This is an optimization exercise on Yosys and OpenROAD, whose aim is small area, a short achievable clock period and few clock cycles per item, not a production implementation. The RTL was checked by simulation tests, not by an equivalence proof against the original design. Power and IR drop assume default switching activity.

## flow/design.v (module list and top-level ports; edited modules follow where they fit)
// module fpm_pre: 28 lines
// module fpm_prod: 32 lines
// module fpm_round: 42 lines
// module mul24_cs: 3279 lines
// module padd_sk28: 406 lines
// module padd_sk26: 368 lines
// module padd_sk22: 300 lines
// module fadd_align: 22 lines
// module fadd_lz: 15 lines
// module fadd_norm: 31 lines
// module fadd_a1: 26 lines
// module fadd_a2: 12 lines
// module fadd_b: 26 lines
// module fdual_a1: 29 lines
// module fdual_a2: 17 lines
// module fdual_b: 28 lines
// module lzc32: 32 lines
// module shr_sticky27: 17 lines
// module fft_butterfly: 161 lines
// module pipe: 16 lines
// module pipev: 19 lines
module fft_butterfly #(
    parameter PRE_IN = 1
) (
    input  wire        clk,
    input  wire        rst,         
    input  wire        in_valid,
    output wire        in_ready,
    input  wire [31:0] w_re,
    input  wire [31:0] w_im,
    input  wire [31:0] a_re,
    input  wire [31:0] a_im,
    input  wire [31:0] b_re,
    input  wire [31:0] b_im,
    output wire        out_valid,
    output wire [31:0] y0_re,
    output wire [31:0] y0_im,
    output wire [31:0] y1_re,
    output wire [31:0] y1_im
);
  // ...
==> flow/flow/run.sh <==
#!/bin/bash
set -euo pipefail
REPAIR_MARGIN=13.5
bash standard.sh synth > synth.log 2>&1
bash standard.sh SETUP_SLACK_MARGIN=$REPAIR_MARGIN finish > layout.log 2>&1
==> flow/standard.sh <==
#!/bin/bash
# synth_recipe.tcl (not shown) runs the flow's synth.tcl, then flattens the netlist and writes it again
# the make line also repeats each setting of config.mk as NAME=value (left out here)
make -C /OpenROAD-flow-scripts/flow DESIGN_CONFIG=/design/flow/config.mk WORK_HOME=/design/flow/orfs CLKGATE_MAP_FILE= SYNTH_SCRIPT=/design/flow/synth_recipe.tcl "${@:-finish}"
==> flow/config.mk <==
export PLATFORM = sky130hd
export DESIGN_NAME = fft_butterfly
export DESIGN_NICKNAME = fft_butterfly
export VERILOG_FILES = /design/flow/design.v
export SDC_FILE = /design/flow/constraint.sdc
export NUM_CORES = 4
export LEC_CHECK = 0
export ABC_CLOCK_PERIOD_IN_PS = 16000
export CAP_MARGIN = 20
export CORE_MARGIN = 2
export CORE_UTILIZATION = 50
export SLEW_MARGIN = 20
export TNS_END_PERCENT = 10
==> flow/constraint.sdc <==
create_clock -name core_clock -period 20.0 [get_ports {clk}]
set_input_delay 4.0000 -clock core_clock [delete_from_list [all_inputs] [get_ports {clk}]]
set_output_delay 4.0000 -clock core_clock [all_outputs]
set_load 0.01 [all_outputs]
==> metrics.md, run 1 <==
| Metric | Value |
|---|---|
| Simple-Gate Fraction of Synth Area | `0.194` |
| Clock buf/inv share | `0.0363` |
| Hold path start | `c3.g_reg.r[169]` |
| Worst Hold Path EP | `c4.g_reg.r[125]` |
| Post-layout util | `0.547` |
| Most Frequent Cell on Critical Path | `a21oi_1` |
| Status | `finished clean` |
| Final Instance Area | `181000 um^2` |
| Maximum VDD drop | `0.171 mV` |
| Setup crit end | `g_pre_in.c0.g_reg.r[51]` |
| Largest class | `multi-input gates` |
| DIE AREA | `roughly 340000 um^2` |
| Max-slew violation count | `0` |
| P_comb | `26.0 mW` |
| Met1 WL | `226000 um` |
| WP depth | `12` |
| Uppermost layer routed | `met5` |
| Slowest CP cell | `clkdlybuf4s50_1` |
| Synth cell count leaders | `inv_1 (3032), fa_1 (1992), nand2_1 (1797)` |
| Worst rel slew slack | `0.212` |
| Clock Sink Count | `1651` |
| Synthesized flop and latch total | `1651` |
| Worst slew pin tran | `1170 ps` |
| Comb power frac | `0.737` |
| Multi-input logic portion of the cell area | `0.654` |
| Top-count cell post-synth | `inv_1` |
| IO Pins | `325` |
| Drt drc | `0` |
| Initial antenna violation count | `23` |
| Top power group | `combinational logic` |
| Post-synthesis sequential area ratio | `0.199` |
| Most frequent cells in the layout | `inv_1 (3029), fa_1 (1990), nand2_1 (1795)` |
| GR Util met2 | `0.511` |
| Post-route setup slack | `between 10000 and 15000 ps` |
Testbench counts, summed over its fixed seeds: cycles 18,054, items 18,000.
==> inputs of run 2 (changes only) <==
==> flow/run.sh (new file) <==
#!/bin/bash
# synth_recipe.tcl (not shown) runs the flow's synth.tcl, then flattens the netlist and writes it again
# the make line also repeats each setting of config.mk as NAME=value (left out here)
make -C /OpenROAD-flow-scripts/flow DESIGN_CONFIG=/design/flow/config.mk WORK_HOME=/design/flow/orfs CLKGATE_MAP_FILE= SYNTH_SCRIPT=/design/flow/synth_recipe.tcl finish
--- a/flow/config.mk
+++ b/flow/config.mk
@@ -9,5 +9,5 @@
 export CAP_MARGIN = 20
 export CORE_MARGIN = 2
 export CORE_UTILIZATION = 50
+export SETUP_SLACK_MARGIN = 5
 export SLEW_MARGIN = 20
-export TNS_END_PERCENT = 10
removed: flow/flow/run.sh
removed: flow/standard.sh
==> metrics.md, run 2 <==
| Metric | Value |
|---|---|
| Max FFs per register | `328` |
| Clk root buf | `clkbuf_16` |
| Clock power share | `0.105` |
| Max Cap Viol | `0` |
| Clk_skew | `96.8 ps` |
| IO Pins | `325 (unchanged)` |
| Reg clk slew, reported paths | `60 ps` |
| Initial core utilization | `0.503` |
| Port buffer count | `323` |
| Pin count of the biggest net entering global routing | `126` |
| Final hold vios | `0` |
| Reg2reg path depth | `25` |
| Crit path time final | `roughly 7500 ps` |
| Drt drc | `0 (unchanged)` |
| First-iteration detailed-routing DRC count | `10600` |
| EDFF count, synth | `0` |
| Hold WC Path Type | `reg -> reg` |
| Top-count cell post-synth | `inv_1` |
| Crit Path Class | `in -> reg` |
| Internal | `roughly 17 mW` |
| Setup Buffers After CTS | `0` |
| Largest regs | `c1.g_reg.r x328, c2.g_reg.r x204, c3.g_reg.r x194` |
| Synth async-reset ratio | `0` |
| Placed inst area | `between 150000 and 200000 um^2` |
| Vias/cell | `5.71` |
| Area of the mapped netlist | `roughly 170000 um^2` |
| Most flop-heavy register | `c1.g_reg.r` |
| Hold path start | `c1.g_reg.r[305]` |
| Top FF cell, synth | `dfxtp_1` |
| Worst slew pin tran | `1110 ps (-63.9 ps)` |
| Hold buffer count at CTS | `0` |
| Final hold slack | `a little over 300 ps` |
| Synth cell types | `122` |
| Post-synthesis cell count | `19600` |
| Maximum VDD drop | `0.193 mV (+13%)` |
| Setup TNS | `0 ps` |
| DR WL/cell | `22.6 um` |
| Final Instance Area | `180000 um^2 (-0.48%)` |
| TritonCTS Buffers | `190` |
| Crit. End Element | `register` |
| Footprint of the multi-input gates | `118000 um^2` |
| Reg-to-reg endpoint | `c2.g_reg.r[102]` |
| Sw Share | `0.525` |
| Max-slew violation count | `0 (unchanged)` |
| Final Power | `approximately 35 mW` |
| Critical Path AT | `8240 ps` |
| CP Launch Type | `input port` |
| Total wire length | `539000 um` |
| DR pass1 iterations | `8` |
| Psw | `18.4 mW` |
| Deepest clock path buffer count | `4` |
| Row cnt | `211` |
| Chip width | `581 um` |
| Post-synthesis sequential area ratio | `0.199 (unchanged)` |
| First-pass GRT wire length | `roughly 830000 um` |
| Die H | `about 580 um` |
| Core area | `331000 um^2` |
| Sequential group share of total power | `0.161` |
| Most frequent cells in the layout | `inv_1 (3032), fa_1 (1992), nand2_1 (1797)` |
| Top Usage Layer GRT | `met2` |
| RSZ-0062 raised after global routing | `no` |
| Synthesized flop and latch total | `1651 (unchanged)` |
| Worst Hold Path EP | `c2.g_reg.r[173]` |
| Fraction of layout cells with a size suffix above 1 | `0.0536` |
| Share of the synthesized area in the top cell type | `0.240` |
| Via Count | `136000` |
| Worst rel slew slack | `0.241 (+0.0291)` |
| Final ANT Viol Nets | `0` |
| Fmax | `133 MHz` |
| Gr ovfl total | `0` |
| Pwr Density | `195 nW/um^2` |
| Ranking of synthesized cells by area | `fa_1 (24%), dfxtp_1 (20%), inv_1 (6.8%), and2_1 (6.7%), ha_1 (6.1%)` |
| GRT Util Overall | `0.317` |
| HPWL after detailed placement | `401000 um` |
| Yosys warns | `17` |
| GR Util met2 | `0.515 (+0.00352)` |
| Synth cell count leaders | `inv_1 (3032), fa_1 (1992), nand2_1 (1797)` |
| Initial antenna violation count | `23 (unchanged)` |
| Final setup viols | `0` |
| Post-layout util | `0.544 (-0.00263)` |
| Met3 Use GR | `0.0506` |
| Latest clock arrival within the worst-skew pair | `roughly 900 ps` |
| Vias in the first global route | `136000` |
| LEAKAGE | `a little over 80 nW` |
| Post-CTS Resized | `0` |
| Final nets | `22300` |
| Final worst-path cycle share | `0.376` |
| Comb power frac | `0.735 (-0.002)` |
| Reg2reg setup slack | `roughly 13000 ps` |
| Leading cell type in the layout, fill and taps excluded | `inv_1` |
| Filler cell count | `roughly 31000` |
| DIE AREA | `337000 um^2 (unchanged)` |
| Critical path fanouts, max | `22` |
| Reg2reg start | `c1.g_reg.r[138]` |
| Synth Area per Inst | `8.50 um^2` |
| Cell taking the most area after synthesis | `fa_1` |
| WHS Path Cells | `0` |
| H-tree Lvls | `4` |
| Mapped Nets | `22600` |
| Met1 usage | `0.419` |
| Status | `finished clean` |
| WP data required | `roughly 21000 ps` |
| FF+latch area | `33200 um^2` |
| TritonCTS clock tree | `built` |
| GPL Wtd Cong | `0.983` |
| Clock Sink Count | `1651 (unchanged)` |
| Area delta synth->final | `8.25%` |
-- run 2: cell types whose count changed in the layout (fill, tap and decap cells not counted), moves of 6 or more --
cell | before | now
nor4_1 | 137 | 148
clkbuf_8 | 29 | 38
dlymetal6s2s_1 | 11 | 0
clkinv_2 | 27 | 21
nor2b_1 | 118 | 124
clkdlybuf4s50_1 | 312 | 323
buf_4 | 310 | 275
nor4_2 | 15 | 5
inv_6 | 13 | 6
-- run 2: logic make-up (layout without fill, tap and decap cells) --
logic type | after synthesis | count (layout) | share of synthesized area
AND/OR/NAND/NOR | 6412 | 6412 | 0.194
buffers and inverters | 4126 | 3995 | 0.0940
AO/OA/AOI/OAI | 3073 | 3073 | 0.121
adder cells (fa/ha/maj) | 2802 | 2802 | 0.301
flip-flops | 1651 | 1651 | 0.199
multiplexers | 756 | 756 | 0.0523
XOR/XNOR | 744 | 744 | 0.0392
other | 1 | 17 | 0.0000226
-- run 2: worst max path at each step --
stage | from | end | slack [ps] | cells after the start
2_1_floorplan | w_re[12] | g_pre_in.c0.g_reg.r[131] | 13350 | 14
3_3_place_gp | w_re[13] | g_pre_in.c0.g_reg.r[134] | 11590 | 12
3_5_place_dp | w_re[13] | g_pre_in.c0.g_reg.r[134] | 11730 | 12
4_1_cts | w_re[13] | g_pre_in.c0.g_reg.r[134] | 12550 | 12
5_1_grt | w_re[13] | g_pre_in.c0.g_reg.r[134] | 12170 | 12
6_report | w_re[13] | g_pre_in.c0.g_reg.r[134] | 12490 | 12
-- run 2: layout make-up --
class,count,area share
antenna,16,0.000222
clock buffer,259,0.0304
clock inverter,83,0.00635
inverter,3053,0.0637
multi-input combinational,13800,0.655
sequential,1651,0.184
tap,4366,0.0304
timing repair buffer,600,0.0297
-- run 2: power groups by stage --
stage / clock network (mW) / registers [mW] / logic, mW
6_report: 3.67 / 5.63 / 25.8
5_1_grt: 3.87 / 5.75 / 28.6
3_5_place_dp: 0 / 5.71 / 25.3
2_1_floorplan: 0 / 5.12 / 18.3
3_3_place_gp: 0 / 5.71 / 25.2
4_1_cts: 3.75 / 5.65 / 25.4
-- run 2: routing by layer --
layer | share of wire | vias up | wire (um)
li1 | - | 62700 | -
met1 | 0.42 | 67100 | 227000
met2 | 0.46 | 5111 | 246000
met3 | 0.073 | 1146 | 39100
met4 | 0.049 | 10 | 26200
met5 | 0.00014 | - | 76
-- run 2: metrics by stage --
| stage | cells | setup slack [ps] |
|---|---|---|
| global route | 23800 | 12170 |
| detailed placement | 23500 | 11730 |
| floorplan | 19600 | 13350 |
| global placement | 23500 | 11590 |
| finish | 23800 | 12490 |
| CTS | 23800 | 12550 |
-- run 2: critical path: stages --
cell             delay, ps
clkdlybuf4s50_1        520
nor4_1                 450
and2_1                 250
nor2b_1                320
nor2b_1                510
a22o_1                 800
inv_1                  510
nor3_1                 290
a21oi_1                100
o211ai_1               200
o21ai_0                110
o21ai_0                170
==> module fpm_pre, before the edit <==
module fpm_pre (
    input  wire [31:0] x,
    output wire        s,
    output wire        nan,
    output wire        inf,
    output wire        zero,
    output reg  [9:0]  ex,
    output reg  [23:0] m
);
    wire [7:0]  e = x[30:23];
    wire [22:0] f = x[22:0];
    assign s    = x[31];
    assign nan  = (e == 8'hFF) && (f != 23'd0);
    assign inf  = (e == 8'hFF) && (f == 23'd0);
    assign zero = (e == 8'h00) && (f == 23'd0);
    wire [5:0] lz6;
    lzc32 u_lz (.x({1'b0, f, 8'd0}), .n(lz6));
    wire [4:0] lz = lz6[4:0];
    always @(*) begin
        if (e != 8'h00) begin
            m  = {1'b1, f};
            ex = {2'b00, e};
        end else begin
            m  = {1'b0, f} << lz;
            ex = 10'd1 - {5'd0, lz};
        end
    end
endmodule
==> module fadd_norm, before the edit <==
module fadd_norm #(
    parameter NOLEFT = 0,         
    parameter SHIFTED = 0         
) (
    input  wire [7:0]  ex,
    input  wire [27:0] s,
    input  wire [4:0]  sh_in,
    output reg  [9:0]  e,         
    output reg  [23:0] m,
    output wire        is_zero
);
    assign is_zero = (s == 28'd0);
    wire [4:0] sh = NOLEFT ? 5'd0 : sh_in;
    wire [9:0] ex0 = {2'b00, ex};
    wire [9:0] ex1 = ex0 + 10'd1;
    wire [9:0] ex2 = ex0 + 10'd2;
    wire [9:0] el0 = ex0 - {5'd0, sh};
    wire [9:0] el1 = ex1 - {5'd0, sh};
    wire [26:0] n   = SHIFTED ? s[26:0] : s[27] ? {s[27:2], s[1] | s[0]} : (s[26:0] << sh);
    wire        rnd = n[2] & (n[1] | n[0] | n[3]);
    wire [24:0] mr  = {1'b0, n[26:3]} + {24'd0, rnd};
    always @(*) begin
        case ({s[27], mr[24]})
            2'b00:   e = el0;
            2'b01:   e = el1;
            2'b10:   e = ex1;
            default: e = ex2;
        endcase
        m = {mr[24] | mr[23], mr[22:0]};
    end
endmodule
==> module fdual_a2, before the edit <==
module fdual_a2 (
    input  wire [7:0]  ex,
    input  wire [26:0] xs,
    input  wire [26:0] zs,
    output wire [27:0] sum,
    output wire [26:0] dif,
    output wire [4:0]  sh
);
    wire        co_s, co_d;
    wire [27:0] dif28;
    wire [27:0] sum28;
    padd_sk28 u_sum (.a({1'b0, xs}), .b({1'b0, zs}),  .ci(1'b0), .s(sum28), .co(co_s));
    assign sum = {sum28[27], sum28[27] ? {sum28[27:2], sum28[1] | sum28[0]} : sum28[26:0]};
    padd_sk28 u_dif (.a({1'b0, xs}), .b(~{1'b0, zs}), .ci(1'b1), .s(dif28), .co(co_d));
    fadd_lz   u_lz  (.ex(ex), .s(dif28), .sh(sh));
    assign dif = dif28[26:0] << sh;
endmodule
==> inputs of run 3 (changes only) <==
--- a/flow/design.v
+++ b/flow/design.v
@@ -16,12 +16,14 @@
     wire [5:0] lz6;
     lzc32 u_lz (.x({1'b0, f, 8'd0}), .n(lz6));
     wire [4:0] lz = lz6[4:0];
+    wire [26:0] msh;
+    shl27 u_shl (.x({1'b0, f, 3'b000}), .sh(lz), .y(msh));
     always @(*) begin
         if (e != 8'h00) begin
             m  = {1'b1, f};
             ex = {2'b00, e};
         end else begin
-            m  = {1'b0, f} << lz;
+            m  = msh[26:3];
             ex = 10'd1 - {5'd0, lz};
         end
     end
@@ -4508,7 +4510,9 @@
     wire [9:0] ex2 = ex0 + 10'd2;
     wire [9:0] el0 = ex0 - {5'd0, sh};
     wire [9:0] el1 = ex1 - {5'd0, sh};
-    wire [26:0] n   = SHIFTED ? s[26:0] : s[27] ? {s[27:2], s[1] | s[0]} : (s[26:0] << sh);
+    wire [26:0] nl;
+    shl27 u_shl (.x(s[26:0]), .sh(sh), .y(nl));
+    wire [26:0] n   = SHIFTED ? s[26:0] : s[27] ? {s[27:2], s[1] | s[0]} : nl;
     wire        rnd = n[2] & (n[1] | n[0] | n[3]);
     wire [24:0] mr  = {1'b0, n[26:3]} + {24'd0, rnd};
     always @(*) begin
@@ -4629,7 +4633,7 @@
     assign sum = {sum28[27], sum28[27] ? {sum28[27:2], sum28[1] | sum28[0]} : sum28[26:0]};
     padd_sk28 u_dif (.a({1'b0, xs}), .b(~{1'b0, zs}), .ci(1'b1), .s(dif28), .co(co_d));
     fadd_lz   u_lz  (.ex(ex), .s(dif28), .sh(sh));
-    assign dif = dif28[26:0] << sh;
+    shl27     u_shl (.x(dif28[26:0]), .sh(sh), .y(dif));
 endmodule
 module fdual_b (
     input  wire        sgn_add,
@@ -4708,6 +4712,17 @@
     wire        s0 = sh[0] & l1[0];
     assign y = {l0[26:1], l0[0] | s0 | s1 | s2 | s3 | s4};
 endmodule
+module shl27 (
+    input  wire [26:0] x,
+    input  wire [4:0]  sh,
+    output wire [26:0] y
+);
+    wire [26:0] l4 = sh[4] ? {x[10:0],  16'd0} : x;
+    wire [26:0] l3 = sh[3] ? {l4[18:0],  8'd0} : l4;
+    wire [26:0] l2 = sh[2] ? {l3[22:0],  4'd0} : l3;
+    wire [26:0] l1 = sh[1] ? {l2[24:0],  2'd0} : l2;
+    assign      y  = sh[0] ? {l1[25:0],  1'd0} : l1;
+endmodule
 module fft_butterfly #(
     parameter PRE_IN = 1
 ) (
==> flow/flow/run.sh (new file) <==
#!/bin/bash
set -euo pipefail
REPAIR_MARGIN=14
bash standard.sh synth > synth.log 2>&1
bash standard.sh SETUP_SLACK_MARGIN=$REPAIR_MARGIN finish > layout.log 2>&1
==> flow/standard.sh (new file) <==
#!/bin/bash
# synth_recipe.tcl (not shown) runs the flow's synth.tcl, then flattens the netlist and writes it again
# the make line also repeats each setting of config.mk as NAME=value (left out here)
make -C /OpenROAD-flow-scripts/flow DESIGN_CONFIG=/design/flow/config.mk WORK_HOME=/design/flow/orfs CLKGATE_MAP_FILE= SYNTH_SCRIPT=/design/flow/synth_recipe.tcl "${@:-finish}"
--- a/flow/config.mk
+++ b/flow/config.mk
@@ -9,5 +9,5 @@
 export CAP_MARGIN = 20
 export CORE_MARGIN = 2
 export CORE_UTILIZATION = 50
-export SETUP_SLACK_MARGIN = 5
 export SLEW_MARGIN = 20
+export TNS_END_PERCENT = 10
removed: flow/run.sh
==> metrics.md, run 3 <==
| Metric | Value |
|---|---|
| Status | `finished clean` |
| Leading cell type in the layout, fill and taps excluded | `inv_1` |
| Critical Path AT | `6810 ps (-1430 ps)` |
| Crit Path Class | `reg -> reg` |
| Synthesized flop and latch total | `1651 (unchanged)` |
| Top Usage Layer GRT | `met2` |
| Max Cap Viol | `0 (unchanged)` |
| Max FFs per register | `328 (unchanged)` |
| EDFF count, synth | `0 (unchanged)` |
| DIE AREA | `337000 um^2 (about the same)` |
| Port buffer count | `323 (unchanged)` |
| Initial core utilization | `0.503 (about the same)` |
| Gr ovfl total | `0 (unchanged)` |
| Die H | `581 um (about the same)` |
| Slowest CP cell | `xor2_1` |
| Crit path time final | `6080 ps (-1430 ps)` |
| Setup TNS | `0 ps (unchanged)` |
| Mapped Nets | `22600 (+0.13%)` |
| Final ANT Viol Nets | `0 (unchanged)` |
| Deepest clock path buffer count | `4 (unchanged)` |
| Met3 Use GR | `0.0519 (+0.00125)` |
| Clk_skew | `88.3 ps (-8.53 ps)` |
| Reg-to-reg endpoint | `c2.g_reg.r[35]` |
| Clk root buf | `clkbuf_16` |
| Most Frequent Cell on Critical Path | `fa_1` |
| Core area | `331000 um^2 (unchanged)` |
| Post-synthesis sequential area ratio | `0.199 (about the same)` |
| Final hold vios | `0 (unchanged)` |
| Synth cell types | `121 (-0.82%)` |
| Initial antenna violation count | `56 (+140%)` |
| H-tree Lvls | `4 (unchanged)` |
| First-pass GRT wire length | `833000 um (+0.28%)` |
| Synth Area per Inst | `8.48 um^2 (-0.20%)` |
| Crit. End Element | `register` |
| WP data required | `20730 ps (about the same)` |
| Top-count cell post-synth | `inv_1` |
| Clock Sink Count | `1651 (unchanged)` |
| TritonCTS Buffers | `192 (+1.1%)` |
| CP Launch Type | `register` |
| GR Util met2 | `0.511 (-0.00416)` |
| Largest regs | `c1.g_reg.r x328, c2.g_reg.r x204, c3.g_reg.r x194` |
| CP max stage delay | `880 ps (+80 ps)` |
| LEAKAGE | `82.8 nW (+0.43%)` |
| First-iteration detailed-routing DRC count | `11300 (+6.8%)` |
| Setup crit end | `c2.g_reg.r[35]` |
| Reg2reg setup slack | `13920 ps (+1070 ps)` |
| Hold WC Path Type | `reg -> reg` |
| Top FF cell, synth | `dfxtp_1` |
| Share of the synthesized area in the top cell type | `0.240 (about the same)` |
| Reg clk slew, reported paths | `60 ps (about the same)` |
| Ranking of synthesized cells by area | `fa_1 (24%), dfxtp_1 (20%), inv_1 (6.8%), and2_1 (6.6%), ha_1 (6.1%)` |
| GRT Util Overall | `0.318 (+0.000642)` |
| Worst slew pin tran | `1270 ps (+159 ps)` |
| Yosys warns | `17 (unchanged)` |
| Max-slew violation count | `0 (unchanged)` |
| Reg2reg start | `c1.g_reg.r[70]` |
| Filler cell count | `31200 (+0.21%)` |
| Most flop-heavy register | `c1.g_reg.r` |
| Total wire length | `541000 um (+0.43%)` |
| Critical path fanouts, max | `5 (-77%)` |
| Latest clock arrival within the worst-skew pair | `960 ps (+50 ps)` |
| Pwr Density | `192 nW/um^2 (-1.7%)` |
| Pin count of the biggest net entering global routing | `128 (+1.6%)` |
| Hold buffer count at CTS | `0 (unchanged)` |
| Worst rel slew slack | `0.154 (-0.0871)` |
| Post-synthesis cell count | `19600 (+0.16%)` |
| CP bufs+invs | `1 (-1)` |
| Most frequent cells in the layout | `inv_1 (3010), fa_1 (1988), and2_1 (1763)` |
| Met1 usage | `0.423 (+0.00367)` |
| Synth cell count leaders | `inv_1 (3012), fa_1 (1992), and2_1 (1764)` |
| Via Count | `136000 (+0.11%)` |
| Drt drc | `0 (unchanged)` |
| Fraction of layout cells with a size suffix above 1 | `0.0630 (+0.00934)` |
| Row cnt | `211 (unchanged)` |
| Area of the mapped netlist | `166000 um^2 (about the same)` |
| GPL Wtd Cong | `0.980 (-0.27%)` |
| Chip width | `581 um (about the same)` |
| WP depth | `18 (+6)` |
| Maximum VDD drop | `0.151 mV (-22%)` |
| Crit path from | `c1.g_reg.r[70]` |
| FF+latch area | `33200 um^2 (+0.11%)` |
| Footprint of the multi-input gates | `118000 um^2 (+0.45%)` |
| Reg2reg path depth | `18 (-28%)` |
| Area delta synth->final | `8.70%` |
| Critical-path cell list | `fa_1, inv_1, fa_1, nor2b_1, o21ai_1, and2_1, fa_1, xor2_1, nand2_1, nor4_1, nand4_1, or4b_2, nor3_1, a21oi_1, a2111oi_0, o221ai_1, a31oi_1, o22ai_1` |
| Final nets | `22300 (-0.0090%)` |
| TritonCTS clock tree | `built` |
| DR WL/cell | `22.7 um (+0.33%)` |
| Final hold slack | `312 ps (+5.74 ps)` |
| Synth async-reset ratio | `0 (unchanged)` |
| Vias in the first global route | `136000 (-0.016%)` |
| RSZ-0062 raised after global routing | `yes` |
| HPWL after detailed placement | `400000 um (-0.40%)` |
| IO Pins | `325 (unchanged)` |
| Crit path max-delay family | `simple AND/OR/NAND/NOR gates` |
| Final worst-path cycle share | `0.304 (-0.0716)` |
| Final setup viols | `0 (unchanged)` |
| Vias/cell | `5.71 (about the same)` |
| DR pass1 iterations | `8 (unchanged)` |
| Fmax | `164 MHz (+24%)` |
| Cell taking the most area after synthesis | `fa_1` |
run 3: area by class of cell:
type	count	area share
inverter	3029	0.0630
clock inverter	102	0.00774
timing repair buffer	601	0.0302
multi-input combinational	13800	0.655
clock buffer	249	0.0292
sequential	1651	0.184
tap	4366	0.0302
antenna	33	0.000457
run 3: cell families (layout without fill, tap and decap cells):
| logic type | Yosys count | in the layout | synth area share |
|---|---|---|---|
| buf+inv | 4143 | 3981 | 0.0942 |
| mux | 804 | 804 | 0.0522 |
| other cells | 1 | 34 | 0.0000226 |
| flops | 1651 | 1651 | 0.199 |
| fa+ha+maj | 2799 | 2799 | 0.301 |
| xor+xnor | 720 | 720 | 0.0380 |
| simple gates | 6292 | 6294 | 0.191 |
| compound gates | 3186 | 3191 | 0.125 |
run 3: repair_timing:
action,CTS,global route
resized for setup,25,109
cloned,2,5
setup endpoints to repair,217,277
pin swaps,6,23
buffers inserted,9,23
run 3: worst min path at each step:
stage	slack, ps	from	end	cells after the start
finish	310	c3.g_reg.r[157]	c4.g_reg.r[113]	0
global route	320	c2.g_reg.r[192]	c3.g_reg.r[188]	0
CTS	310	c2.g_reg.r[192]	c3.g_reg.r[188]	0
floorplan	310	c0a.g_reg.r[0]	c1.g_reg.r[272]	0
detailed placement	310	c0a.g_reg.r[34]	c1.g_reg.r[306]	0
global placement	310	c3.g_reg.r[134]	c4.g_reg.r[90]	0
run 3: through the flow:
step | util | cells | total power [mW] | setup slack, ps | cell area, um^2
6_report | 0.547 | 23800 | 34.6 | 13920 | 181000
5_1_grt | 0.546 | 23800 | 37.7 | 13760 | 181000
4_1_cts | 0.544 | 23800 | 34.3 | 13720 | 180000
3_5_place_dp | 0.523 | 23400 | 30.4 | 12110 | 173000
3_3_place_gp | 0.523 | 23400 | 30.2 | 12100 | 173000
2_1_floorplan | - | 19600 | 22.9 | 13910 | 166000
run 3: worst reg2reg max path: cells and delay by family, from the launching register on:
family                   cells  cell delay [ps]
AO/OA/AOI/OAI                6             1350
XOR/XNOR                     1              880
adder cells (fa/ha/maj)      3              960
buffers and inverters        1              100
flip-flops                   1              340
AND/OR/NAND/NOR              7             2310
run 3: routing by layer:
metal	share of wire	vias to the layer above
met5	0.00036	-
met4	0.049	26
met3	0.079	1153
met2	0.45	5484
met1	0.42	66700
li1	-	62800
run 3: power by group:
group	switching (mW)	internal, mW	total [mW]
Sequential	1.14	4.53	5.66
Combinational	15.4	9.89	25.3
Clock	1.55	2.14	3.69
Total	18.1	16.6	34.6
Testbench counts of run 3, summed over its fixed seeds: cycles 18,054, items 18,000.
==> inputs of run 4 (changes only) <==
==> flow/flow/run.sh (replaced) <==
#!/bin/bash
set -euo pipefail
REPAIR_MARGIN=14
bash standard.sh synth > synth.log 2>&1
bash standard.sh SETUP_SLACK_MARGIN=$REPAIR_MARGIN "BUFFER_PORTS_ARGS=-buffer_cell sky130_fd_sc_hd__buf_4" finish > layout.log 2>&1
==> metrics.md, run 4 <==
| Metric | Value |
|---|---|
| DR WL/cell | `22.7 um (-0.13%)` |
| Final hold vios | `0 (unchanged)` |
| Die H | `581 um (unchanged)` |
| Max Cap Viol | `0 (unchanged)` |
| DIE AREA | `337000 um^2 (unchanged)` |
| Internal | `16.5 mW (-0.35%)` |
| Post-synthesis cell count | `19600 (unchanged)` |
| Drt drc | `0 (unchanged)` |
| First-pass GRT wire length | `829000 um (-0.41%)` |
| Initial core utilization | `0.503 (unchanged)` |
| GR Util met2 | `0.509 (-0.00124)` |
| Vias/cell | `5.72 (+0.13%)` |
| Slowest CP cell | `xnor2_1` |
| Reg clk slew, reported paths | `60 ps (about the same)` |
| Critical Path AT | `6700 ps (-110 ps)` |
| GRT Util Overall | `0.316 (-0.00136)` |
| Synthesized flop and latch total | `1651 (unchanged)` |
| Met3 Use GR | `0.0481 (-0.00379)` |
| CP max stage delay | `860 ps (-20 ps)` |
| Sw Share | `0.523 (+0.00107)` |
| Hold buffer count at CTS | `0 (unchanged)` |
| Fraction of layout cells with a size suffix above 1 | `0.0792 (+0.0162)` |
| Crit path max-delay family | `compound AO/OA/AOI/OAI gates` |
| Chip width | `581 um (unchanged)` |
| Via Count | `136000 (+0.072%)` |
| Setup TNS | `0 ps (unchanged)` |
| Synth async-reset ratio | `0 (unchanged)` |
| Mapped Nets | `22600 (unchanged)` |
| Psw | `18.1 mW (about the same)` |
| LEAKAGE | `83.1 nW (+0.38%)` |
| Area of the mapped netlist | `166000 um^2 (unchanged)` |
| Yosys warns | `17 (unchanged)` |
| Final ANT Viol Nets | `0 (unchanged)` |
| Latest clock arrival within the worst-skew pair | `950 ps (about the same)` |
| Initial antenna violation count | `52 (-7.1%)` |
| Maximum VDD drop | `0.197 mV (+31%)` |
| EDFF count, synth | `0 (unchanged)` |
| Filler cell count | `31200 (+0.22%)` |
| Area delta synth->final | `8.12%` |
| Critical-path cell list | `fa_1, inv_1, fa_1, nand2b_1, a21o_1, a31oi_4, buf_4, a31oi_1, a31oi_1, xnor2_1, a22oi_1, a22oi_1, mux2i_1, a221oi_1, nor4_4, nand4_4, or3_4, a21oi_1, o41ai_1` |
| Final Power | `34.6 mW (-0.13%)` |
| CP bufs+invs | `2 (+1)` |
| Worst slew pin tran | `1180 ps (-94.0 ps)` |
| Top FF cell, synth | `dfxtp_1` |
| Met1 usage | `0.422 (-0.00160)` |
| Clk root buf | `clkbuf_16` |
| First-iteration detailed-routing DRC count | `11000 (-2.9%)` |
| H-tree Lvls | `4 (unchanged)` |
| Final worst-path cycle share | `0.298 (-0.00588)` |
| Largest regs | `c1.g_reg.r x328, c2.g_reg.r x204, c3.g_reg.r x194` |
| TritonCTS Buffers | `190 (-1.0%)` |
| Clock Sink Count | `1651 (unchanged)` |
| TritonCTS clock tree | `built` |
| Max FFs per register | `328 (unchanged)` |
| IO Pins | `325 (unchanged)` |
| Gr ovfl total | `0 (unchanged)` |
| Total wire length | `540000 um (-0.19%)` |
| Worst rel slew slack | `0.206 (+0.0527)` |
| Deepest clock path buffer count | `4 (unchanged)` |
| Placed cells | `23400 (+0.068%)` |
| CP Launch Type | `register` |
| Pre-CTS WS | `12310 ps (+203 ps)` |
| Pin count of the biggest net entering global routing | `105 (-18%)` |
| GPL Wtd Cong | `0.985 (+0.50%)` |
| Crit Path Class | `reg -> reg` |
| Synth cell types | `121 (unchanged)` |
| Hold WC Path Type | `reg -> reg` |
| Clk_skew | `81.0 ps (-7.30 ps)` |
| Critical path fanouts, max | `12 (+7)` |
| Comb power frac | `0.731 (about the same)` |
| DR pass1 iterations | `7 (-1)` |
| Max-slew violation count | `0 (unchanged)` |
| Share of the synthesized area in the top cell type | `0.240 (unchanged)` |
| Row cnt | `211 (unchanged)` |
| Top-count cell post-synth | `inv_1` |
| Vias in the first global route | `136000 (-0.026%)` |
| Status | `finished clean` |
| Final setup viols | `0 (unchanged)` |
| Final std cells w/o fill | `23800 (-0.063%)` |
| Leading cell type in the layout, fill and taps excluded | `inv_1` |
| RSZ-0062 raised after global routing | `yes` |
| Synth cell count leaders | `inv_1 (3012), fa_1 (1992), and2_1 (1764)` |
| Clock power share | `0.106 (about the same)` |
| Top Usage Layer GRT | `met2` |
| Most flop-heavy register | `c1.g_reg.r` |
| HPWL after detailed placement | `401000 um (+0.34%)` |
| Synth Area per Inst | `8.48 um^2 (unchanged)` |
| Post-layout util | `0.544 (-0.00293)` |
| Post-route setup slack | `14030 ps (+118 ps)` |
| Ranking of synthesized cells by area | `fa_1 (24%), dfxtp_1 (20%), inv_1 (6.8%), and2_1 (6.6%), ha_1 (6.1%)` |
| Final nets | `22300 (unchanged)` |
| Post-synthesis sequential area ratio | `0.199 (unchanged)` |
| Core area | `331000 um^2 (unchanged)` |
| Crit. End Element | `register` |
| WP data required | `20740 ps (about the same)` |
| Pwr Density | `192 nW/um^2 (+0.41%)` |
| Crit path time final | `5970 ps (-118 ps)` |
| Most frequent cells in the layout | `inv_1 (3011), fa_1 (1989), and2_1 (1763)` |
| Sequential group share of total power | `0.163 (about the same)` |
| Fmax | `168 MHz (+2.0%)` |
| Cell taking the most area after synthesis | `fa_1` |
| Port buffer count | `323 (unchanged)` |
-- run 4: cell counts after synthesis --
No cell type changed its count.
-- run 4: what timing repair did --
action / 4_1_cts / 5_1_grt
cloned: 2 / 1
setup endpoints to repair: 130 / 199
setup buffers: 4 / 20
pin swaps: 5 / 17
resized for setup: 25 / 96
-- run 4: worst reg2reg max path, delay by kind of cell (launching register included) --
kind | cells | cell delay [ps]
AO/OA/AOI/OAI | 9 | 2920
XOR/XNOR | 1 | 860
AND/OR/NAND/NOR | 4 | 680
adder cells (fa/ha/maj) | 2 | 650
flip-flops | 1 | 310
buffers and inverters | 2 | 250
multiplexers | 1 | 150
-- run 4: final cells by class --
cell class / instances / area, um^2 / area share
antenna: 19 / 47.5 / 0.000265
clock inverter: 92 / 1170 / 0.00650
sequential: 1651 / 33200 / 0.185
timing repair buffer: 607 / 4710 / 0.0262
tap: 4366 / 5460 / 0.0304
clock buffer: 256 / 5460 / 0.0304
multi-input combinational: 13800 / 118000 / 0.658
inverter: 3029 / 11400 / 0.0633
-- run 4: worst paths after layout --
| path | from | end | slack, ps | cells past startpoint |
|---|---|---|---|---|
| worst max-delay path | c1.g_reg.r[2] | c2.g_reg.r[26] | 14030 | 19 |
| worst min-delay path | c3.g_reg.r[63] | c4.g_reg.r[41] | 300 | 0 |
| worst max register to register | c1.g_reg.r[2] | c2.g_reg.r[26] | 14030 | 19 |
| worst min register to register | c3.g_reg.r[63] | c4.g_reg.r[41] | 300 | 0 |
-- run 4: routing by layer --
layer  routed length, um  up-vias
met5                 126        -
met4               27600       18
met3               40600     1180
met2              245000     5288
met1              227000    67100
li1                    -    62700
-- run 4: power by group through the flow --
stage          Sequential (mW)  Combinational (mW)  Clock (mW)
2_1_floorplan             5.14                17.8           0
3_3_place_gp              5.70                24.6           0
3_5_place_dp              5.70                24.7           0
4_1_cts                   5.64                24.8        3.75
5_1_grt                   5.76                28.0        3.87
6_report                  5.65                25.3        3.67
-- run 4: cells by family (layout without fill, tap and decap cells) --
group,Yosys count,after routing,synth area share
xor+xnor,720,720,0.0380
other cells,1,20,0.0000226
mux,804,804,0.0522
fa+ha+maj,2799,2799,0.301
compound gates,3186,3187,0.125
flops,1651,1651,0.199
buf+inv,4143,3984,0.0942
simple gates,6292,6294,0.191
-- run 4: per-stage QoR --
stage	hold slack [ps]	cell area [um^2]
after global routing	307	180000
final	299	180000
after global placement	310	172000
after floorplan	310	166000
after CTS	299	179000
after detailed placement	312	172000
==> inputs of run 5 (changes only) <==
==> flow/flow/run.sh (replaced) <==
#!/bin/bash
set -euo pipefail
REPAIR_MARGIN=14.5
bash standard.sh synth > synth.log 2>&1
bash standard.sh SETUP_SLACK_MARGIN=$REPAIR_MARGIN "BUFFER_PORTS_ARGS=-buffer_cell sky130_fd_sc_hd__buf_4" finish > layout.log 2>&1
--- a/flow/config.mk
+++ b/flow/config.mk
@@ -8,6 +8,6 @@
 export ABC_CLOCK_PERIOD_IN_PS = 16000
 export CAP_MARGIN = 20
 export CORE_MARGIN = 2
-export CORE_UTILIZATION = 50
+export CORE_UTILIZATION = 55
 export SLEW_MARGIN = 20
 export TNS_END_PERCENT = 10
==> metrics.md, run 5 <==
| Metric | Value |
|---|---|
| Pre-CTS WS | `12590 ps (+283 ps)` |
| Total wire length | `561000 um (+3.8%)` |
| Crit. End Element | `output pin` |
| Reg2reg path depth | `18 (-1)` |
| EDFF count, synth | `0 (unchanged)` |
| Setup crit end | `y1_im[27]` |
| Synth Area per Inst | `8.48 um^2 (unchanged)` |
| Max FFs per register | `328 (unchanged)` |
| Pwr Density | `195 nW/um^2 (+1.5%)` |
| Largest regs | `c1.g_reg.r x328, c2.g_reg.r x204, c3.g_reg.r x194` |
| Fmax | `179 MHz (+6.9%)` |
| Deepest clock path buffer count | `4 (unchanged)` |
| IO Pins | `325 (unchanged)` |
| Clock Sink Count | `1651 (unchanged)` |
| Post-synthesis sequential area ratio | `0.199 (unchanged)` |
| Synth cell count leaders | `inv_1 (3012), fa_1 (1992), and2_1 (1764)` |
| Reg2reg start | `c1.g_reg.r[206]` |
| Filler cell count | `26900 (-14%)` |
| Cell taking the most area after synthesis | `fa_1` |
| GPL Wtd Cong | `1.01 (+2.1%)` |
| Clk root buf | `clkbuf_16` |
| Hold WC Path Type | `reg -> reg` |
| Mapped Nets | `22600 (unchanged)` |
| Crit Path Class | `reg -> out` |
| Area delta synth->final | `10.5%` |
| Vias/cell | `5.88 (+2.8%)` |
| Post-layout util | `0.612 (+0.0680)` |
| Synthesized flop and latch total | `1651 (unchanged)` |
| H-tree Lvls | `4 (unchanged)` |
| TritonCTS Buffers | `184 (-3.2%)` |
| TritonCTS clock tree | `built` |
| DR WL/cell | `23.7 um (+4.7%)` |
| Synth async-reset ratio | `0 (unchanged)` |
| Crit path time final | `5580 ps (-386 ps)` |
| Reg clk slew, reported paths | `70 ps (about the same)` |
| Max Cap Viol | `0 (unchanged)` |
| Via Count | `139000 (+1.9%)` |
| Final hold vios | `0 (unchanged)` |
| Most flop-heavy register | `c1.g_reg.r` |
| Fraction of layout cells with a size suffix above 1 | `0.0988 (+0.0196)` |
| CP bufs+invs | `1 (-1)` |
| Initial antenna violation count | `66 (+27%)` |
| Critical path fanouts, max | `1 (-11)` |
| Post-synthesis cell count | `19600 (unchanged)` |
| Row cnt | `201 (-4.7%)` |
| Worst rel slew slack | `0.251 (+0.0447)` |
| Final worst-path cycle share | `0.279 (-0.0193)` |
| Post-route setup slack | `14420 ps (+386 ps)` |
| Reg2reg setup slack | `14430 ps (+400 ps)` |
| Reg-to-reg endpoint | `c2.g_reg.r[129]` |
| Core area | `300000 um^2 (-9.2%)` |
| Critical Path AT | `1580 ps (-5120 ps)` |
| First-pass GRT wire length | `837000 um (+0.95%)` |
| Share of the synthesized area in the top cell type | `0.240 (unchanged)` |
| Top-count cell post-synth | `inv_1` |
| LEAKAGE | `85.0 nW (+2.2%)` |
| Port buffer count | `323 (unchanged)` |
| Status | `finished clean` |
| Final ANT Viol Nets | `0 (unchanged)` |
| Final setup viols | `0 (unchanged)` |
| Gr ovfl total | `0 (unchanged)` |
| WP depth | `1 (-18)` |
| Crit path from | `c8.g_reg.r[27]` |
| Drt drc | `0 (unchanged)` |
| Setup TNS | `0 ps (unchanged)` |
| DR pass1 iterations | `18 (+11)` |
| DIE AREA | `307000 um^2 (-9.0%)` |
| Clk_skew | `66.9 ps (-14.1 ps)` |
| Ranking of synthesized cells by area | `fa_1 (24%), dfxtp_1 (20%), inv_1 (6.8%), and2_1 (6.6%), ha_1 (6.1%)` |
| Crit path max-delay family | `flip-flops` |
| Top FF cell, synth | `dfxtp_1` |
| WP data required | `16000 ps (-4740 ps)` |
| CP max stage delay | `490 ps (-370 ps)` |
| Max-slew violation count | `0 (unchanged)` |
| Initial core utilization | `0.553 (+0.0507)` |
| Latest clock arrival within the worst-skew pair | `890 ps (-60 ps)` |
| Die H | `554 um (-4.6%)` |
| Area of the mapped netlist | `166000 um^2 (unchanged)` |
| Chip width | `554 um (-4.6%)` |
| Maximum VDD drop | `0.221 mV (+12%)` |
| Leading cell type in the layout, fill and taps excluded | `inv_1` |
| Slowest CP cell | `dfxtp_1` |
| Most frequent cells in the layout | `inv_1 (3001), fa_1 (1971), and2_1 (1760)` |
| RSZ-0062 raised after global routing | `yes` |
| HPWL after detailed placement | `401000 um (about the same)` |
| Worst slew pin tran | `1120 ps (-52.1 ps)` |
| Pin count of the biggest net entering global routing | `128 (+22%)` |
| Vias in the first global route | `137000 (+0.42%)` |
| GRT Util Overall | `0.353 (+0.0369)` |
| Critical-path cell list | `buf_4` |
| Yosys warns | `17 (unchanged)` |
| Final nets | `22500 (+0.93%)` |
| CP Launch Type | `register` |
| Synth cell types | `121 (unchanged)` |
| First-iteration detailed-routing DRC count | `12900 (+17%)` |
run 5: cells by family (layout without fill, tap and decap cells):
| group | after synthesis | in the layout | synth area share |
|---|---|---|---|
| simple gates | 6292 | 6295 | 0.191 |
| buf+inv | 4143 | 4173 | 0.0942 |
| compound gates | 3186 | 3190 | 0.125 |
| fa+ha+maj | 2799 | 2799 | 0.301 |
| flops | 1651 | 1651 | 0.199 |
| mux | 804 | 804 | 0.0522 |
| xor+xnor | 720 | 720 | 0.0380 |
| other cells | 1 | 32 | 0.0000226 |
run 5: report_power, final:
part	total, mW	leakage (nW)	internal [mW]	switching, mW
clock	3.62	3.12	2.12	1.50
sequential	5.74	13.8	4.53	1.21
combinational	26.5	68.0	10.5	16.1
total	35.9	85.0	17.1	18.8
run 5: cell type report:
cell class | instances | area (um^2) | area share
Sequential cell | 1651 | 33300 | 0.182
Clock buffer | 230 | 5060 | 0.0275
Antenna cell | 31 | 77.6 | 0.000422
Inverter | 3029 | 11400 | 0.0621
Timing Repair Buffer | 816 | 7890 | 0.0429
Timing Repair inverter | 1 | 5.00 | 0.0000273
Multi-Input combinational cell | 13800 | 120000 | 0.651
Clock inverter | 97 | 1360 | 0.00740
Tap cell | 3958 | 4950 | 0.0270
run 5: layer usage:
layer,global-route usage,vias to the layer above,part of all wire
met5,0,-,0.00059
met4,0.156,48,0.052
met3,0.0622,1394,0.087
met2,0.565,6166,0.45
met1,0.468,68100,0.41
li1,-,63200,-
run 5: worst min path at each step:
stage	cells after the start	start	slack, ps	end
2_1_floorplan	0	c0a.g_reg.r[0]	310	c1.g_reg.r[272]
3_3_place_gp	0	c0a.g_reg.r[38]	310	c1.g_reg.r[310]
3_5_place_dp	0	c6.g_reg.r[139]	310	c7.g_reg.r[151]
4_1_cts	0	c3.g_reg.r[159]	300	c4.g_reg.r[115]
5_1_grt	0	c1.g_reg.r[134]	310	c2.g_reg.r[68]
6_report	0	c2.g_reg.r[165]	310	c3.g_reg.r[161]
run 5: repair_timing:
item | 4_1_cts | 5_1_grt
endpoints found under the setup margin | 302 | 400
pin swaps | 42 | 81
cloned | 15 | 20
buffers inserted | 70 | 130
hold buffers | 0 | 0
gates resized for setup | 264 | 373
run 5: per-stage QoR:
stage	cells	instance area (um^2)	total power [mW]	hold slack, ps
global placement	23000	172000	30.4	310
detailed placement	23000	172000	30.6	312
finish	23600	184000	35.9	306
CTS	23400	180000	34.7	301
global route	23600	184000	38.8	311
floorplan	19600	167000	22.9	310
==> inputs of run 6 (changes only) <==
==> flow/flow/run.sh (replaced) <==
#!/bin/bash
set -euo pipefail
REPAIR_MARGIN=14
bash standard.sh synth > synth.log 2>&1
bash standard.sh SETUP_SLACK_MARGIN=$REPAIR_MARGIN "BUFFER_PORTS_ARGS=-buffer_cell sky130_fd_sc_hd__buf_4" finish > layout.log 2>&1
--- a/flow/config.mk
+++ b/flow/config.mk
@@ -8,6 +8,6 @@
 export ABC_CLOCK_PERIOD_IN_PS = 16000
 export CAP_MARGIN = 20
 export CORE_MARGIN = 2
-export CORE_UTILIZATION = 55
+export CORE_UTILIZATION = 60
 export SLEW_MARGIN = 20
 export TNS_END_PERCENT = 10
==> metrics.md, run 6 <==
| Metric | Value |
|---|---|
| GRT Util Overall | `0.369 (+0.0163)` |
| Post-synthesis cell count | `19600 (unchanged)` |
| Vias/cell | `5.92 (+0.65%)` |
| Sw Share | `0.521 (-0.00202)` |
| Clk_skew | `63.5 ps (-3.37 ps)` |
| Comb power frac | `0.727 (-0.012)` |
| LEAKAGE | `82.9 nW (-2.4%)` |
| Reg clk slew, reported paths | `60 ps (about the same)` |
| Critical Path AT | `6680 ps (+5100 ps)` |
| Final setup viols | `0 (unchanged)` |
| Pin count of the biggest net entering global routing | `128 (unchanged)` |
| Ranking of synthesized cells by area | `fa_1 (24%), dfxtp_1 (20%), inv_1 (6.8%), and2_1 (6.6%), ha_1 (6.1%)` |
| Most flop-heavy register | `c1.g_reg.r` |
| Clock Sink Count | `1651 (unchanged)` |
| Clk root buf | `clkbuf_16` |
| Mapped Nets | `22600 (unchanged)` |
| Via Count | `137000 (-1.4%)` |
| Total wire length | `522000 um (-6.9%)` |
| Core area | `276000 um^2 (-8.1%)` |
| RSZ-0062 raised after global routing | `yes` |
| Max FFs per register | `328 (unchanged)` |
| First-pass GRT wire length | `807000 um (-3.7%)` |
| GPL Wtd Cong | `1.02 (+1.8%)` |
| Final nets | `22200 (-1.1%)` |
| Crit. End Element | `register` |
| Crit path time final | `6020 ps (+441 ps)` |
| Synthesized flop and latch total | `1651 (unchanged)` |
| Final Instance Area | `178000 um^2 (-2.9%)` |
| Crit Path Class | `reg -> reg` |
| Largest regs | `c1.g_reg.r x328, c2.g_reg.r x204, c3.g_reg.r x194` |
| Pwr Density | `192 nW/um^2 (-1.5%)` |
| Area delta synth->final | `7.34%` |
| Fraction of layout cells with a size suffix above 1 | `0.0772 (-0.0215)` |
| Deepest clock path buffer count | `4 (unchanged)` |
| Initial core utilization | `0.602 (+0.0487)` |
| Final hold vios | `0 (unchanged)` |
| Top-count cell post-synth | `inv_1` |
| First-iteration detailed-routing DRC count | `12300 (-4.4%)` |
| Yosys warns | `17 (unchanged)` |
| Cell taking the most area after synthesis | `fa_1` |
| Leading cell type in the layout, fill and taps excluded | `inv_1` |
| Final ANT Viol Nets | `0 (unchanged)` |
| Setup TNS | `0 ps (unchanged)` |
| Critical path fanouts, max | `25 (+24)` |
| Die H | `530 um (-4.2%)` |
| Post-synthesis sequential area ratio | `0.199 (unchanged)` |
| Latest clock arrival within the worst-skew pair | `890 ps (about the same)` |
| EDFF count, synth | `0 (unchanged)` |
| WP data required | `20660 ps (+4660 ps)` |
| H-tree Lvls | `4 (unchanged)` |
| DR pass1 iterations | `8 (-10)` |
| IO Pins | `325 (unchanged)` |
| Internal | `16.4 mW (-4.0%)` |
| CP Launch Type | `register` |
| Row cnt | `193 (-4.0%)` |
| TritonCTS Buffers | `186 (+1.1%)` |
| Synth cell types | `121 (unchanged)` |
| Final hold slack | `315 ps (+8.44 ps)` |
| Clock power share | `0.106 (+0.005)` |
| Psw | `17.9 mW (-4.7%)` |
| Port buffer count | `323 (unchanged)` |
| Vias in the first global route | `136000 (-0.24%)` |
| Drt drc | `0 (unchanged)` |
| Status | `finished clean` |
| Fmax | `166 MHz (-7.3%)` |
| HPWL after detailed placement | `383000 um (-4.4%)` |
| Top FF cell, synth | `dfxtp_1` |
| Gr ovfl total | `0 (unchanged)` |
| Initial antenna violation count | `34 (-48%)` |
| Final Power | `34.3 mW (-4.4%)` |
| Post-layout util | `0.646 (+0.0346)` |
| Most frequent cells in the layout | `inv_1 (3011), fa_1 (1989), and2_1 (1763)` |
| Max Cap Viol | `0 (unchanged)` |
| Hold WC Path Type | `reg -> reg` |
| Synth Area per Inst | `8.48 um^2 (unchanged)` |
| Worst rel slew slack | `0.251 (about the same)` |
| Share of the synthesized area in the top cell type | `0.240 (unchanged)` |
| Max-slew violation count | `0 (unchanged)` |
| Placed inst area | `171000 um^2 (-0.37%)` |
| Worst slew pin tran | `1120 ps (-1.22 ps)` |
| Sequential group share of total power | `0.167 (+0.007)` |
| DR WL/cell | `22.6 um (-4.9%)` |
| TritonCTS clock tree | `built` |
| Synth async-reset ratio | `0 (unchanged)` |
| Synth cell count leaders | `inv_1 (3012), fa_1 (1992), and2_1 (1764)` |
| DIE AREA | `281000 um^2 (-8.3%)` |
| Final worst-path cycle share | `0.301 (+0.0220)` |
| Chip width | `530 um (-4.2%)` |
| Area of the mapped netlist | `166000 um^2 (unchanged)` |
| Maximum VDD drop | `0.155 mV (-30%)` |
## run 6: cell counts after synthesis
No cell type changed its count.
## run 6: repair_timing
action,CTS,global route
gates cloned,2,0
gates resized for setup,17,62
pin swaps,4,13
hold buffers,0,0
buffers inserted,4,16
endpoints found under the setup margin,137,214
## run 6: logic make-up after synthesis
logic type,count (synthesis),synth area share
simple gates,6292,0.191
buf+inv,4143,0.0942
compound gates,3186,0.125
fa+ha+maj,2799,0.301
flops,1651,0.199
mux,804,0.0522
xor+xnor,720,0.0380
other cells,1,0.0000226
## run 6: final timing paths
kind | start | endpoint | depth (start not counted) | slack [ps]
setup / recovery | g_pre_in.c0.g_reg.r[20] | c1.g_reg.r[137] | 16 | 13980
hold / removal | c4.g_reg.r[142] | c5.g_reg.r[120] | 0 | 310
setup reg to reg | g_pre_in.c0.g_reg.r[20] | c1.g_reg.r[137] | 16 | 13980
hold reg to reg | c4.g_reg.r[142] | c5.g_reg.r[120] | 0 | 310
## run 6: layer usage
metal	part of all wire	vias up	global-route usage
met5	0.00024	-	0.00308
met4	0.057	18	0.184
met3	0.090	1470	0.0704
met2	0.45	6129	0.589
met1	0.40	66700	0.480
li1	-	62700	-
## run 6: final cells by class
cell class | instances | area (um^2)
multi-input combinational | 13800 | 118000
sequential | 1651 | 33200
fill | 24100 | 97600
clock buffer | 238 | 5190
inverter | 3029 | 11400
tap | 3705 | 4640
antenna | 20 | 50.0
clock inverter | 102 | 1320
timing repair buffer | 581 | 4450
## run 6: metrics by stage
stage	instances	worst slack [ps]
2_1_floorplan	19600	13910
3_3_place_gp	22700	12270
3_5_place_dp	22700	12340
4_1_cts	23100	13770
5_1_grt	23100	13740
6_report	23100	13980
## run 6: power groups by stage
stage | combinational [mW] | clock, mW | sequential [mW]
2_1_floorplan | 17.8 | 0 | 5.14
3_3_place_gp | 24.1 | 0 | 5.78
3_5_place_dp | 24.3 | 0 | 5.78
4_1_cts | 24.5 | 3.68 | 5.72
5_1_grt | 27.7 | 3.80 | 5.81
6_report | 25.0 | 3.62 | 5.73
## run 6: critical path, cell delays in order (launching register included)
cell and delay [ps]:
dfxtp_4 580, buf_4 490, nand2_1 130, fa_1 540, fa_1 440, fa_1 520, inv_1 60, fa_1 400
fa_1 550, inv_1 50, fa_1 540, inv_1 60, fa_1 530, ha_1 190, or3_1 110, o21ai_0 70
a21oi_1 480

## static timing again, ports no longer ideal
The results above use ideal ports. As a check the final layouts listed here were re-extracted and re-timed, cells and wires unchanged. Step 1, drivers: a clkbuf_16 drives clk and a buf_2 each remaining input, both assumed. Step 2, shift: input delay + t, output delay - t, t = (earliest + latest rising clock arrival at the registers) / 2. This alone moves slack from input paths to output paths. Three values: ideal ports, drivers, drivers and shift; two values: the first two.
run | t, ns | setup slack, ns | hold slack, ns | clock arrival spread, ns | worst slew at a driven data input, ns
run 1 | 0.948 | 13.492 / 13.526 / 12.622 | 0.315 / 0.315 / 0.315 | 0.099 / 0.099 | 0.27
run 2 | 0.985 | 12.485 / 12.584 / 11.599 | 0.307 / 0.307 / 0.307 | 0.125 / 0.126 | 0.24
run 3 | 1.014 | 13.917 / 13.815 / 12.801 | 0.312 / 0.312 / 0.312 | 0.102 / 0.102 | 0.33
run 4 | 1.013 | 14.034 / 14.034 / 13.136 | 0.299 / 0.299 / 0.299 | 0.128 / 0.128 | 0.32
run 5 | 0.962 | 14.421 / 14.314 / 13.552 | 0.306 / 0.306 / 0.306 | 0.082 / 0.082 | 0.27
run 6 | 0.964 | 13.980 / 13.980 / 13.161 | 0.315 / 0.315 / 0.315 | 0.063 / 0.064 | 0.20
After both steps every run listed still meets setup and hold. For run 3, which loses most, drivers alone change the setup slack by -0.102 ns; drivers and shift together by -1.116 ns.
